What follows belongs to an exercise in optimizing a design on an open flow for small area, a short achievable clock period and few clock cycles per item; a production flow would make more cautious choices.
Function was checked by simulation only, so behaviour that the tests miss may differ from the original.

== run A ==
// mont_mul
module mont_mul (
    input  wire         clk,
    input  wire         rst,
    input  wire         start,
    input  wire [1:0]   op,
    input  wire [259:0] a,
    input  wire [259:0] b,
    output wire         ready,
    output reg          done,
    output wire [259:0] result
);
    localparam [259:0] L    = 260'h1000000000000000000000000000000014def9dea2f79cd65812631a5cf5d3ed;
    localparam [259:0] RR   = 260'h9411b7c309a3dceec73d217f5be65cb687604d63c715bea69f9d265e952d13b;
    localparam [260:0] NEGL = (261'd1 << 261) - {1'b0, L};
    localparam [124:0] LC   = L[124:0];
    localparam [1:0] OP_MUL = 2'd1, OP_TOMONT = 2'd2, OP_FROMMONT = 2'd3;
    reg  [260:0] A;           
    reg  [259:0] B;           
    reg          y_rr, y_one;  
    reg  [265:0] RS, RC;      
    reg  [32:0]  CR;          
    reg  [6:0]   cnt;
    reg          run, first, active, sub, pend, p1, op_mul, ready_r, negl, settled;
    assign ready  = ready_r;
    assign result = RS[259:0];
    wire acc = start & ready_r;
    wire [259:0] Y = B;
    wire [260:0] Y1 = {1'b0, Y};
    wire [260:0] Y2 = {Y, 1'b0};
    reg  [5:0] bc;
    wire neg0 = bc[0], one0 = bc[1], two0 = bc[2];
    wire neg1 = bc[3], one1 = bc[4], two1 = bc[5];
    wire [260:0] pp0 = ((one0 ? Y1 : 261'd0) | (two0 ? Y2 : 261'd0)) ^ {261{neg0}};
  ...
For scale: ~8900 cells after synthesis, about 790 I/O pins.
Settings: LEC_CHECK=0, ABC_AREA=1, CAP_MARGIN=10, CORE_MARGIN=2, CORE_UTILIZATION=40, SETUP_SLACK_MARGIN=5, SLEW_MARGIN=10; clock period 9.0 ns.
standard.sh (not shown) runs the stock make flow with config.mk's settings and CLKGATE_MAP_FILE= SYNTH_SCRIPT=/design/flow/synth_recipe.tcl, a recipe that flattens the netlist after the stock synthesis.
==> flow/flow/run.sh <==
#!/bin/bash
# Own layout flow: the standard flow, with two changes between synthesis
# and floorplan:
#  1. flow/polarity.py removes the inverters that Yosys' full-adder extraction
#     leaves between full adders (each full adder is built in the polarity
#     that needs no inverter; the netlist's registers are not touched);
#  2. ports are buffered with buf_1 cells instead of the default delay cell.
# Each tool's output goes to a log file of its own in this folder.
set -euo pipefail
R=orfs/results/${FLOW_PLATFORM}/mont_mul/base
LIB=${FLOW_HOME}/platforms/${FLOW_PLATFORM}/lib/sky130_fd_sc_hd__tt_025C_1v80.lib

bash standard.sh synth > synth.log 2>&1
cp ${R}/1_2_yosys.v ${R}/1_2_yosys_std.v
python3 flow/polarity.py ${R}/1_2_yosys_std.v ${R}/1_2_yosys.v ${LIB} > polarity.log 2>&1
rm -f ${R}/1_synth.odb
BUFFER_PORTS_ARGS="-buffer_cell sky130_fd_sc_hd__buf_1" bash standard.sh finish > layout.log 2>&1
Other scripts of this flow, unchanged in this note and not shown: flow/flow/polarity.py
Run A: flow completed, timing, DRC and antenna clean
Testbench counts of run A, summed over its fixed seeds: cycles 38,428, items 384.
Setup changes, run A to run B
Settings: SLEW_MARGIN: 10 -> 20; CAP_MARGIN: 10 -> 20.
==> comparison <==
Compared run A against run B; post-route core utilization within noise.
[compare] base=run A new=run B: global-route met2 utilization moved up.
Between run A and run B, the difference in worst hold margin is negligible.
Changes observed in run B relative to run A: final area has remained practically unchanged.


Another version of the RTL of mont_mul (not shown whole).
For scale: about 790 I/O pins, about 0.11 mm^2 of cells after synthesis.
// mont_mul
module mont_mul (
    input  wire         clk,
    input  wire         rst,
    input  wire         start,
    input  wire [1:0]   op,
    input  wire [259:0] a,
    input  wire [259:0] b,
    output wire         ready,
    output reg          done,
    output wire [259:0] result
);
==> flow/config.mk <==
export PLATFORM = sky130hd
export DESIGN_NAME = mont_mul
export DESIGN_NICKNAME = mont_mul
export VERILOG_FILES = /design/flow/design.v
export SDC_FILE = /design/flow/constraint.sdc
export NUM_CORES = 4
export LEC_CHECK = 0
export ABC_AREA = 1
export CAP_MARGIN = 20
export CORE_MARGIN = 2
export CORE_UTILIZATION = 40
export SETUP_SLACK_MARGIN = 5
export SLEW_MARGIN = 20
export SYNTH_MEMORY_MAX_BITS = 16384
==> flow/constraint.sdc <==
create_clock -name core_clock -period 9.0 [get_ports {clk}]
set_input_delay 1.8000 -clock core_clock [delete_from_list [all_inputs] [get_ports {clk}]]
set_output_delay 1.8000 -clock core_clock [all_outputs]
set_load 0.01 [all_outputs]
Scripts as last shown in full above: flow/flow/run.sh
Other scripts of this flow, unchanged in this note and not shown: flow/flow/polarity.py
Testbench counts at the start, summed over its fixed seeds: cycles 20,544, items 384.
Then changed:
Settings changed: SETUP_SLACK_MARGIN 5 to 4.5.
The new run completed with no timing, DRC or antenna violations.
Fmax barely changes.
Area after synthesis does not change.
Hold slack improved by 0.0054 ns.
Non-clock buffer count decreases by 24.
Setup slack hardly moves.
Design area decreases by 0.69%.
Register-to-register slack stays flat.
Die area is unchanged.
Core utilization shrinks by 0.32 points.

==> what the ideal ports hide <==
The results above use ideal ports. As a check the final layouts listed here were re-extracted and re-timed, cells and wires unchanged.
Step 1 (the two cells are an assumption about what drives the block):
set clk [get_ports {clk}]
set_driving_cell -lib_cell sky130_fd_sc_hd__clkbuf_16 $clk
set_driving_cell -lib_cell sky130_fd_sc_hd__buf_2 [delete_from_list [all_inputs] $clk]
Step 2 also shifts input and output timing later by t, the mid clock arrival at the registers, as if the neighbouring blocks saw the same clock.
Three values: no drivers, after step 1, after step 2; two values: the first two.
run	t (ns)	setup WS [ns]	hold WS [ns]	worst data-port slew with drivers (ns)
run A	0.905	5.041 / 5.041 / 5.041	0.517 / 0.517 / 0.517	0.20
run B	0.893	5.029 / 5.029 / 5.029	0.516 / 0.516 / 0.516	0.20
the first run of note 2	0.921	4.278 / 4.278 / 4.278	0.476 / 0.476 / 0.476	0.38
the second run of note 2	0.942	4.277 / 4.277 / 4.277	0.482 / 0.482 / 0.482	0.25
After both steps setup and hold are still met in every run listed.
